Source: an optimization exercise on an open RTL-to-GDS flow (aim: small area, a short achievable clock period and few clock cycles per item). Production flows keep margins and buffers that such runs may drop. No functional check of the RTL was part of any run shown here. No activity file was given, so power comes from the tool's default toggle rates.

`flow/config.mk`:
```
export PLATFORM = sky130hd
export DESIGN_NAME = s16_decoder
export DESIGN_NICKNAME = s16_decoder
export VERILOG_FILES = /design/flow/design.v
export SDC_FILE = /design/flow/constraint.sdc
export NUM_CORES = 4
export LEC_CHECK = 0
export CAP_MARGIN = 20
export CORE_MARGIN = 2
export CORE_UTILIZATION = 70
export SLEW_MARGIN = 20
```
`flow/constraint.sdc`:
```
create_clock -name core_clock -period 8.0 [get_ports {clk}]
set_input_delay 1.6000 -clock core_clock [delete_from_list [all_inputs] [get_ports {clk}]]
set_output_delay 1.6000 -clock core_clock [all_outputs]
set_load 0.01 [all_outputs]
```
`flow/design.v`:
```
module s16_decoder (
    input  wire        clk,
    input  wire        rst,         
    input  wire        in_valid,
    output wire        in_ready,
    input  wire [31:0] in_word,
    input  wire        in_first,    
    input  wire [15:0] in_len,      
    output reg         out_valid,
    input  wire        out_ready,
    output wire [27:0] out_value,
    output wire        out_last
);
    function automatic [3:0] next_width(input [3:0] s, input [4:0] l);
        begin
            case (s)
                0:  next_width = 1;
                1:  next_width = (l < 15) ? 1 : 2;
                2:  next_width = (l < 8) ? 1 : (l < 15) ? 2 : 1;
                3:  next_width = (l < 8) ? 2 : 1;
                4:  next_width = 2;
                5:  next_width = 3;
                6:  next_width = (l < 4) ? 3 : 4;
                7:  next_width = 4;
                8:  next_width = (l < 3) ? 4 : 5;
                9:  next_width = (l < 5) ? 5 : 4;
                10: next_width = (l < 3) ? 5 : 6;
                11: next_width = (l < 4) ? 6 : 5;
                12: next_width = 7;
                13: next_width = 9;
                default: next_width = 14;
            endcase
        end
    endfunction
    function automatic [4:0] first_width(input [3:0] s);
        begin
            case (s)
                0, 2, 3: first_width = 1;
                1, 4:    first_width = 2;
                6:       first_width = 3;
                5, 7, 9: first_width = 4;
                8, 11:   first_width = 5;
                10:      first_width = 6;
                12:      first_width = 7;
                13:      first_width = 10;
                14:      first_width = 14;
                default: first_width = 28;
            endcase
        end
    endfunction
    function automatic [4:0] slots_less_one(input [3:0] s);
        begin
            case (s)
                0:  slots_less_one = 27;
                1, 2, 3: slots_less_one = 20;
                4:  slots_less_one = 13;
                5:  slots_less_one = 8;
                6:  slots_less_one = 7;
                7:  slots_less_one = 6;
                8, 9: slots_less_one = 5;
                10, 11: slots_less_one = 4;
                12: slots_less_one = 3;
                13: slots_less_one = 2;
                14: slots_less_one = 1;
                default: slots_less_one = 0;
            endcase
        end
    endfunction
    reg [27:0] data;      
    reg [3:0]  sel;       
    reg [4:0]  left;      
    reg [4:0]  width;     
    reg [15:0] remain;    
    reg        list_end;   
    reg        word_done;  
    wire ge3  = width[4] | width[3] | width[2];
    wire ge9  = width[4] | width[3];
    wire [27:0] mask;
    assign mask[0]     = 1'b1;
    assign mask[1]     = ge3 | width[1];
    assign mask[2]     = ge3 | (width[1] & width[0]);
    assign mask[3]     = ge3;
    assign mask[4]     = ge9 | (width[2] & (width[1] | width[0]));
    assign mask[5]     = ge9 | (width[2] & width[1]);
    assign mask[6]     = ge9 | (width[2] & width[1] & width[0]);
    assign mask[8:7]   = {2{ge9}};
    assign mask[9]     = width[4] | (width[3] & width[1]);
    assign mask[13:10] = {4{width[4] | (width[3] & width[2])}};
    assign mask[27:14] = {14{width[4]}};
    assign out_value = data & mask;
    assign out_last  = list_end;
    wire [27:0] sh1 = width[0] ? {data[27],    data[27:1]} : data;
    wire [27:0] sh2 = width[1] ? {sh1[27:26],  sh1[27:2]}  : sh1;
    wire [27:0] sh4 = width[2] ? {sh2[27:24],  sh2[27:4]}  : sh2;
    wire [27:0] shifted = width[3] ? {sh4[27:18], sh4[25:8]} : sh4;
    wire take = out_valid && out_ready;
    assign in_ready = !out_valid || (out_ready && word_done);
    wire accept = in_valid && in_ready;
    always @(posedge clk) begin
        if (rst) begin
            out_valid <= 1'b0;
        end else if (accept) begin
            out_valid <= 1'b1;
        end else if (take && word_done) begin
            out_valid <= 1'b0;
        end
        if (accept) begin
            data  <= in_word[27:0];
            sel   <= in_word[31:28];
            left  <= slots_less_one(in_word[31:28]);
            width <= first_width(in_word[31:28]);
        end else if (take) begin
            data  <= shifted;
            left  <= left - 5'd1;
            width <= {1'b0, next_width(sel, left)};
        end
        if (accept && in_first)
            remain <= in_len;
        else if (take)
            remain <= remain - 16'd1;
        if (accept) begin
            list_end  <= in_first ? (in_len == 16'd1) : take ? (remain == 16'd2) : (remain == 16'd1);
            word_done <= in_first ? (in_len == 16'd1) : take ? (remain == 16'd2) : (remain == 16'd1);
            if (in_word[31:28] == 4'd15)
                word_done <= 1'b1;
        end else if (take) begin
            list_end  <= (remain == 16'd2);
            word_done <= (remain == 16'd2) || (left == 5'd1);
        end
    end
endmodule
```
`flow/flow/run.sh`:
```
#!/bin/bash
set -euo pipefail
bash standard.sh \
  "BUFFER_PORTS_ARGS=-buffer_cell sky130_fd_sc_hd__buf_1" \
  "SETUP_SLACK_MARGIN=4.6" \
  "CTS_ARGS=-sink_clustering_enable -repair_clock_nets -buf_list sky130_fd_sc_hd__clkbuf_8 -sink_clustering_size 30 -dont_use_dummy_load" \
  finish > standard.log 2>&1
```
`flow/standard.sh`:
```
#!/bin/bash
# synth_recipe.tcl (not shown) runs the flow's synth.tcl, then flattens the netlist and writes it again
# the make line also repeats each setting of config.mk as NAME=value (left out here)
make -C /OpenROAD-flow-scripts/flow DESIGN_CONFIG=/design/flow/config.mk WORK_HOME=/design/flow/orfs CLKGATE_MAP_FILE= SYNTH_SCRIPT=/design/flow/synth_recipe.tcl "${@:-finish}"
```
==> results.ini, run 1 <==
[run_status]
outcome=finished clean

[worst_hold_path]
hold_path_class=reg -> reg

[routing]
drt_iter0_drc=339
ant_nets=0
drc=0
first_pass_iters=5
wl_per_cell_um=17.75
routed_wl_um=11840
vias=4253
viasPerCell=6.376

[placed_design]
place.gp.congestion=0.8429
dpl.hpwl_um=8059
dpl_cell_area_sq_um=5251
dp.cells=655
portBuffers=83

[clock_tree]
ctsHtreeMaxLevel=3
cts.reportedPaths.clkPinSlew_ps=80
clockBufferDepth=2
clk_latency_ps=350
cts_buffers=9
root_buffer=clkbuf_8
cts.sinks=61
cts_tree=done

[synthesis]
syn-num-nets=576
async_flop_share_pct=0
synth-edff-count=60
ys.flop_type=edfxtp_1
netlist_top_cells_area=edfxtp_1, mux4_2, mux2i_1
synth_common_cells=edfxtp_1, nor2_1, nand2_1
synth_top_area_share_pct=36.51
yosysSeqAreaShare_pct=36.92
yosys_register_bits=61
synth_top_area_cell=edfxtp_1
yosys_warnings=1
ys_types=57
netlist_area_sq_um=4935
yosysMostFrequentCell=edfxtp_1
avgSynthCellArea_sq_um=9.619
syn_inst=513

[floorplan]
io_pins=84
row_count=30
die_x_um=87.96
die_h_um=87.96
start_util_pct=72.63
core_area_sq_um=6794
die_area_sq_um=7737

[worst_setup_path]
r2r_slack_ps=5250
crit_type=in -> out
cp-start-kind=primary input
crit_required_ps=6400
critical_path.max_fanout=2
cp-end-kind=output port
arrival_ps=2010

[layout]
instances_no_fill=667
final_nets=636
num-fill-cells=459
multi_input_area_sq_um=2930
area_growth_pct=10.29
design_area_sq_um=5443
drive_above_1_share_pct=12.43
seq_area_sq_um=1822
n_antenna_cell=0

[timing]
tightest_slew_ps=885.0
drv_slew=0
fin_tns_setup_ps=0
rsz0062_at_grt=yes
max_freq_mhz=276.9
finalClockSkew_ps=24.20
slew_headroom_pct=40.63
finalCritPeriodShare_pct=45.14
hold_viol_final=0
post-route-min-period_ps=3611
setup_viol=0
holdWs_ps=688.3

[power]
p_leak_nw=1.894
ir_worst_vdd_uv=135.9
p_per_area_nw_per_um2=186.1
finalPower_w=0.001013

[global_routing]
gr-usage-all-layers_pct=31.76
antenna_found_initial=0
first_global_vias=3949
grt_start_max_net_pins=49
gr-total-overflow=0
grt_pass1_wl_um=18880

[run]
drv_cap=0

[path summary, 6_finish.rpt]
| check | from | end | cells after the start |
|---|---|---|---|
| max reg2reg | width[0]$_DFFE_PP_ | data[14]$_DFFE_PP_ | 5 |
| min | remain[15]$_DFFE_PP_ | remain[15]$_DFFE_PP_ | 2 |
| max | out_ready | in_ready | 3 |
| min reg2reg | remain[15]$_DFFE_PP_ | remain[15]$_DFFE_PP_ | 2 |
[final cells by class]
cell class	instances	share of cell area [%]
Multi-Input combinational cell	398	53.84
Sequential cell	61	33.47
Timing Repair Buffer	92	7.356
Clock buffer	9	2.276
Tap cell	96	2.207
Inverter	11	0.8506
[registers in the layout, summed over array words and instances (netlist names)]
signal / flops
data: 28
left: 5
list_end: 1
out_valid: 1
remain: 16
sel: 4
width: 5
word_done: 1
[what timing repair did]
item,CTS,global route
setup buffers,2,1
setup endpoints to repair,35,2
gates resized for setup,10,2
hold buffers,0,0
pin swaps,1,1
gates cloned,0,0
[through the flow]
step	worst slack [ps]	utilization [%]
floorplan	4589	-
global placement	3345	77.29
detailed placement	3218	77.29
CTS	4385	79.93
global route	4380	80.11
finish	4389	80.11
[power by group]
| part | total [W] | switching [W] | internal, W |
|---|---|---|---|
| sequential | 0.000458 | 0.0000525 | 0.000406 |
| clock | 0.000213 | 0.000113 | 0.000100 |
| combinational | 0.000341 | 0.000182 | 0.000160 |
[kinds of logic (layout without fill, tap and decap cells)]
kind of cell	count (synthesis)	in the layout	share of synthesized area, %
AND/OR/NAND/NOR	171	171	16.66
adder cells (fa/ha/maj)	10	10	2.535
AO/OA/AOI/OAI	126	126	15.85
multiplexers	73	73	20.41
XOR/XNOR	18	18	3.195
flip-flops	61	61	36.92
buffers and inverters	54	112	4.437
[placed cells by master, fill, tap and decap left out, types with 4 or more instances in the layout]
cell      netlist  routed
nor2b_1        11      11
nand3_1         7       7
a31oi_1         5       5
o21ai_0        36      35
nor4_1          5       5
xor2_1          5       5
buf_1           3      81
buf_4           1       8
nand2_1        49      47
edfxtp_1       60      60
mux2i_1        32      32
nand3b_1        4       4
mux4_2         20      20
nand2b_1        4       4
and2_1         16      16
inv_1           9       9
a21boi_0        4       4
nor3_1         12      12
ha_1           10      10
nor2_1         51      51
xnor2_1        13      13
a21oi_1        45      45
clkbuf_8        0      10
mux2_2         21      21
a211oi_1        8       8
[worst max-delay path: stages]
cell     delay, ps
buf_6           90
a21bo_4        200
buf_6          110
[layer usage]
metal	track usage (%)	part of all wire (%)	vias to the layer above
met5	0	0	-
met4	13.85	2.5	0
met3	4.807	7.5	31
met2	52.55	50	196
met1	41.78	40	2000
li1	-	-	2026
==> inputs of run 2 (changes only) <==
--- a/flow/design.v
+++ b/flow/design.v
@@ -74,19 +74,5 @@
     reg        list_end;   
     reg        word_done;  
-    wire ge3  = width[4] | width[3] | width[2];
-    wire ge9  = width[4] | width[3];
-    wire [27:0] mask;
-    assign mask[0]     = 1'b1;
-    assign mask[1]     = ge3 | width[1];
-    assign mask[2]     = ge3 | (width[1] & width[0]);
-    assign mask[3]     = ge3;
-    assign mask[4]     = ge9 | (width[2] & (width[1] | width[0]));
-    assign mask[5]     = ge9 | (width[2] & width[1]);
-    assign mask[6]     = ge9 | (width[2] & width[1] & width[0]);
-    assign mask[8:7]   = {2{ge9}};
-    assign mask[9]     = width[4] | (width[3] & width[1]);
-    assign mask[13:10] = {4{width[4] | (width[3] & width[2])}};
-    assign mask[27:14] = {14{width[4]}};
-    assign out_value = data & mask;
+    assign out_value = data & ~(28'hfffffff << width);
     assign out_last  = list_end;
     wire [27:0] sh1 = width[0] ? {data[27],    data[27:1]} : data;
@@ -94,4 +80,23 @@
     wire [27:0] sh4 = width[2] ? {sh2[27:24],  sh2[27:4]}  : sh2;
     wire [27:0] shifted = width[3] ? {sh4[27:18], sh4[25:8]} : sh4;
+    wire [16:0] rb;
+    wire [15:0] remain_dec;
+    assign rb[0] = 1'b1;
+    genvar gi;
+    generate
+        for (gi = 0; gi < 16; gi = gi + 1) begin : g_rdec
+            assign remain_dec[gi] = remain[gi] ^ rb[gi];
+            assign rb[gi + 1]     = rb[gi] & ~remain[gi];
+        end
+    endgenerate
+    wire [5:0] lb;
+    wire [4:0] left_dec;
+    assign lb[0] = 1'b1;
+    generate
+        for (gi = 0; gi < 5; gi = gi + 1) begin : g_ldec
+            assign left_dec[gi] = left[gi] ^ lb[gi];
+            assign lb[gi + 1]   = lb[gi] & ~left[gi];
+        end
+    endgenerate
     wire take = out_valid && out_ready;
     assign in_ready = !out_valid || (out_ready && word_done);
@@ -112,5 +117,5 @@
         end else if (take) begin
             data  <= shifted;
-            left  <= left - 5'd1;
+            left  <= left_dec;
             width <= {1'b0, next_width(sel, left)};
         end
@@ -118,5 +123,5 @@
             remain <= in_len;
         else if (take)
-            remain <= remain - 16'd1;
+            remain <= remain_dec;
         if (accept) begin
             list_end  <= in_first ? (in_len == 16'd1) : take ? (remain == 16'd2) : (remain == 16'd1);
==> run 2 against run 1 <==
Against the previous run: critical path depth rose by 1; clock-buffer cell count did not move; hold slack improved by 17 ps; non-clock buffer count rose by 7; clock skew fell by 7.7 ps; largest cell class unchanged; largest power group unchanged.
==> results.ini, run 2 <==
[synthesis]
yosys_register_bits=61
yosys.area_share.simple_pct=15.99
yosys_warnings=1
synth_adder_area_share_pct=6.387
netlist_area_sq_um=4897
yosys-mux-area-fraction_pct=13.85
async_flop_share_pct=0
synth_common_cells=nor2_1, edfxtp_1, nand2_1
synth-xor-area-share_pct=0.5365
synth_top_family_by_area=compound AO/OA/AOI/OAI gates
synth_top_area_share_pct=36.79
yosysMostFrequentCell=nor2_1
synth-edff-count=60
synth-compound-area-share_pct=19.57
syn-num-nets=620
yosysSeqAreaShare_pct=37.20
avgSynthCellArea_sq_um=9.035
ys.flop_type=edfxtp_1
netlist_top_cells_area=edfxtp_1, ha_1, a21oi_1
syn_inst=542
synth_top_area_cell=edfxtp_1
ys_types=58

[global_routing]
grt_start_max_net_pins=45
antenna_found_initial=0
first_global_vias=4342
gr-total-overflow=0
gr-usage-all-layers_pct=35.79
grt_pass1_wl_um=21050

[worst_setup_path]
crit_chain=buf_8, a21boi_4, inv_2, buf_6
arrival_ps=2020
cp_top_family=buffers and inverters
crit_type=in -> out
crit_required_ps=6400
critical_path.max_fanout=4
cp-end-kind=output port
cp-start-kind=primary input
slowest_delay_ps=130
cp.buffers_inverters=3
cp_slowest_cell=a21boi_4
r2r_slack_ps=4680

[power]
p_per_area_nw_per_um2=187.1
seq_power_share_pct=43.2
p_leak_nw=2.089
p_int_w=0.0006623
switchingPower_w=0.0003741
pwr-share-comb_pct=36.1
clkPwrFrac_pct=20.7
ir_worst_vdd_uv=130.9
swShare_pct=36.10

[clock_tree]
cts_buffers=9
cts.reportedPaths.clkPinSlew_ps=60
ctsHtreeMaxLevel=3
cts.sinks=61
clockBufferDepth=2
root_buffer=clkbuf_8
clk_latency_ps=360
cts_tree=done

[timing]
fin_tns_setup_ps=0
finalClockSkew_ps=16.46
finalCritPeriodShare_pct=45.21
rsz0062_at_grt=yes
hold_viol_final=0
setup_viol=0
slew_headroom_pct=55.00
tightest_slew_ps=669.8
max_freq_mhz=276.5
post-route-min-period_ps=3617
drv_slew=0

[floorplan]
die_h_um=87.64
row_count=30
io_pins=84
die_area_sq_um=7681
core_area_sq_um=6794
die_x_um=87.64
start_util_pct=72.08

[layout]
area_growth_pct=13.08
final_util_pct=81.51
largest_register_ffs=28
layout_commonest_cell=buf_1
final_nets=692
seq_area_sq_um=1822
num-fill-cells=433
largest_register=data
multi_input_area_sq_um=2844
final_cell_mix=buf_1, nor2_1, edfxtp_1
n_antenna_cell=0
drive_above_1_share_pct=14.87
top_regs=data (28), remain (16)

[routing]
wl_per_cell_um=19.31
ant_nets=0
first_pass_iters=5
vias=4670
drc=0
viasPerCell=6.596
drt_iter0_drc=548
routed_wl_um=13670

[placed_design]
dpl.hpwl_um=9233
place.gp.congestion=0.9936
portBuffers=83

[run]
drv_cap=0

[worst_hold_path]
hold_path_class=reg -> reg

[run_status]
outcome=finished clean

==> run 2: area by class of cell <==
class / instances / area share (%)
tap: 96 / 2.169
timing repair buffer: 99 / 8.925
inverter: 32 / 2.327
clock buffer: 9 / 2.237
multi-input combinational: 410 / 51.36
sequential: 61 / 32.90
timing repair inverter: 1 / 0.09038
==> run 2: routing by layer <==
metal | wire (um) | global-route usage [%] | vias to the layer above
li1 | - | - | 2143
met5 | 0 | 0 | -
met3 | 1254 | 6.315 | 67
met2 | 6627 | 58.20 | 317
met1 | 5152 | 45.25 | 2143
met4 | 637 | 20.14 | 0
==> run 2: timing repair <==
action                     4_1_cts  5_1_grt
setup buffers                    6        3
pin swaps                        3        3
gates resized for setup         27       10
hold buffers                     0        0
setup endpoints to repair       31       26
cloned                           0        1
==> run 2: final timing paths <==
| path | startpoint | endpoint | cells after the start |
|---|---|---|---|
| worst max register to register | remain[1]$_DFFE_PP_ | remain[15]$_DFFE_PP_ | 17 |
| worst max-delay path | out_ready | in_ready | 4 |
| worst min-delay path | remain[0]$_DFFE_PP_ | remain[0]$_DFFE_PP_ | 2 |
| worst min register to register | remain[0]$_DFFE_PP_ | remain[0]$_DFFE_PP_ | 2 |
==> run 2: worst reg2reg max path, cell delays in order (launching register included) <==
cell and delay, ps:
edfxtp_1 380, inv_2 60, ha_2 170, ha_2 170
ha_1 180, ha_1 180, ha_2 170, ha_2 160
ha_2 170, ha_2 170, ha_2 170, ha_1 170
ha_2 170, ha_2 170, ha_2 170, ha_2 190
xnor2_2 150, a21oi_1 90
==> run 2: kinds of logic (layout without fill, tap and decap cells) <==
group / count (synthesis) / in the layout
and+or+nand+nor: 176 / 176
AOI/OAI and AO/OA: 155 / 155
buffers and inverters: 71 / 141
DFF: 61 / 61
muxes: 51 / 51
adders and majority gates: 25 / 25
xor gates and xnor gates: 3 / 3
==> run 2: power by group through the flow <==
| stage | registers [W] | clock network [W] | logic (W) |
|---|---|---|---|
| after floorplan | 0.000432 | 0 | 0.000267 |
| after global placement | 0.000450 | 0 | 0.000338 |
| after detailed placement | 0.000452 | 0 | 0.000344 |
| after CTS | 0.000445 | 0.000214 | 0.000358 |
| after global routing | 0.000450 | 0.000222 | 0.000407 |
| final | 0.000447 | 0.000215 | 0.000374 |
==> run 2: metrics by stage <==
| step | worst slack (ps) | instance area [sq um] | power [W] | cells | hold slack [ps] |
|---|---|---|---|---|---|
| final | 4383 | 5538 | 0.001036 | 708 | 705.6 |
| after global routing | 4366 | 5538 | 0.001080 | 708 | 744.7 |
| after CTS | 4372 | 5449 | 0.001017 | 703 | 626.2 |
| after detailed placement | 3669 | 5200 | 0.0007959 | 688 | 606.2 |
| after global placement | 3806 | 5200 | 0.0007873 | 688 | 602.4 |
| after floorplan | 4620 | 4912 | 0.0006989 | 542 | 574.4 |

==> separate check: timing with driven ports <==
The results above use ideal ports. As a check the final layouts listed here were re-extracted and re-timed, cells and wires unchanged.
Step 1: set_driving_cell puts a clkbuf_16 on clk and a buf_2 on each other input, an assumption about the parent block.
Step 2 times the ports against the registers' clock, not the clock port: input delays grow and output delays shrink by t, the midpoint of the rising clock arrivals with the driver on.
Slacks: no drivers / after step 1 / after step 2; pairs: no drivers / after step 1.
run	shift t [ns]	slack for setup (ns)	worst setup path at the end	clock arrival spread, ns
run 1	0.367	4.389 / 4.354 / 4.354	input to output	0.024 / 0.024
run 2	0.375	4.383 / 4.344 / 4.344	input to output	0.025 / 0.026
After both steps setup and hold are still met in every run listed. For run 2, which loses most, drivers alone change the setup slack by -0.039 ns; drivers and shift together by -0.039 ns.
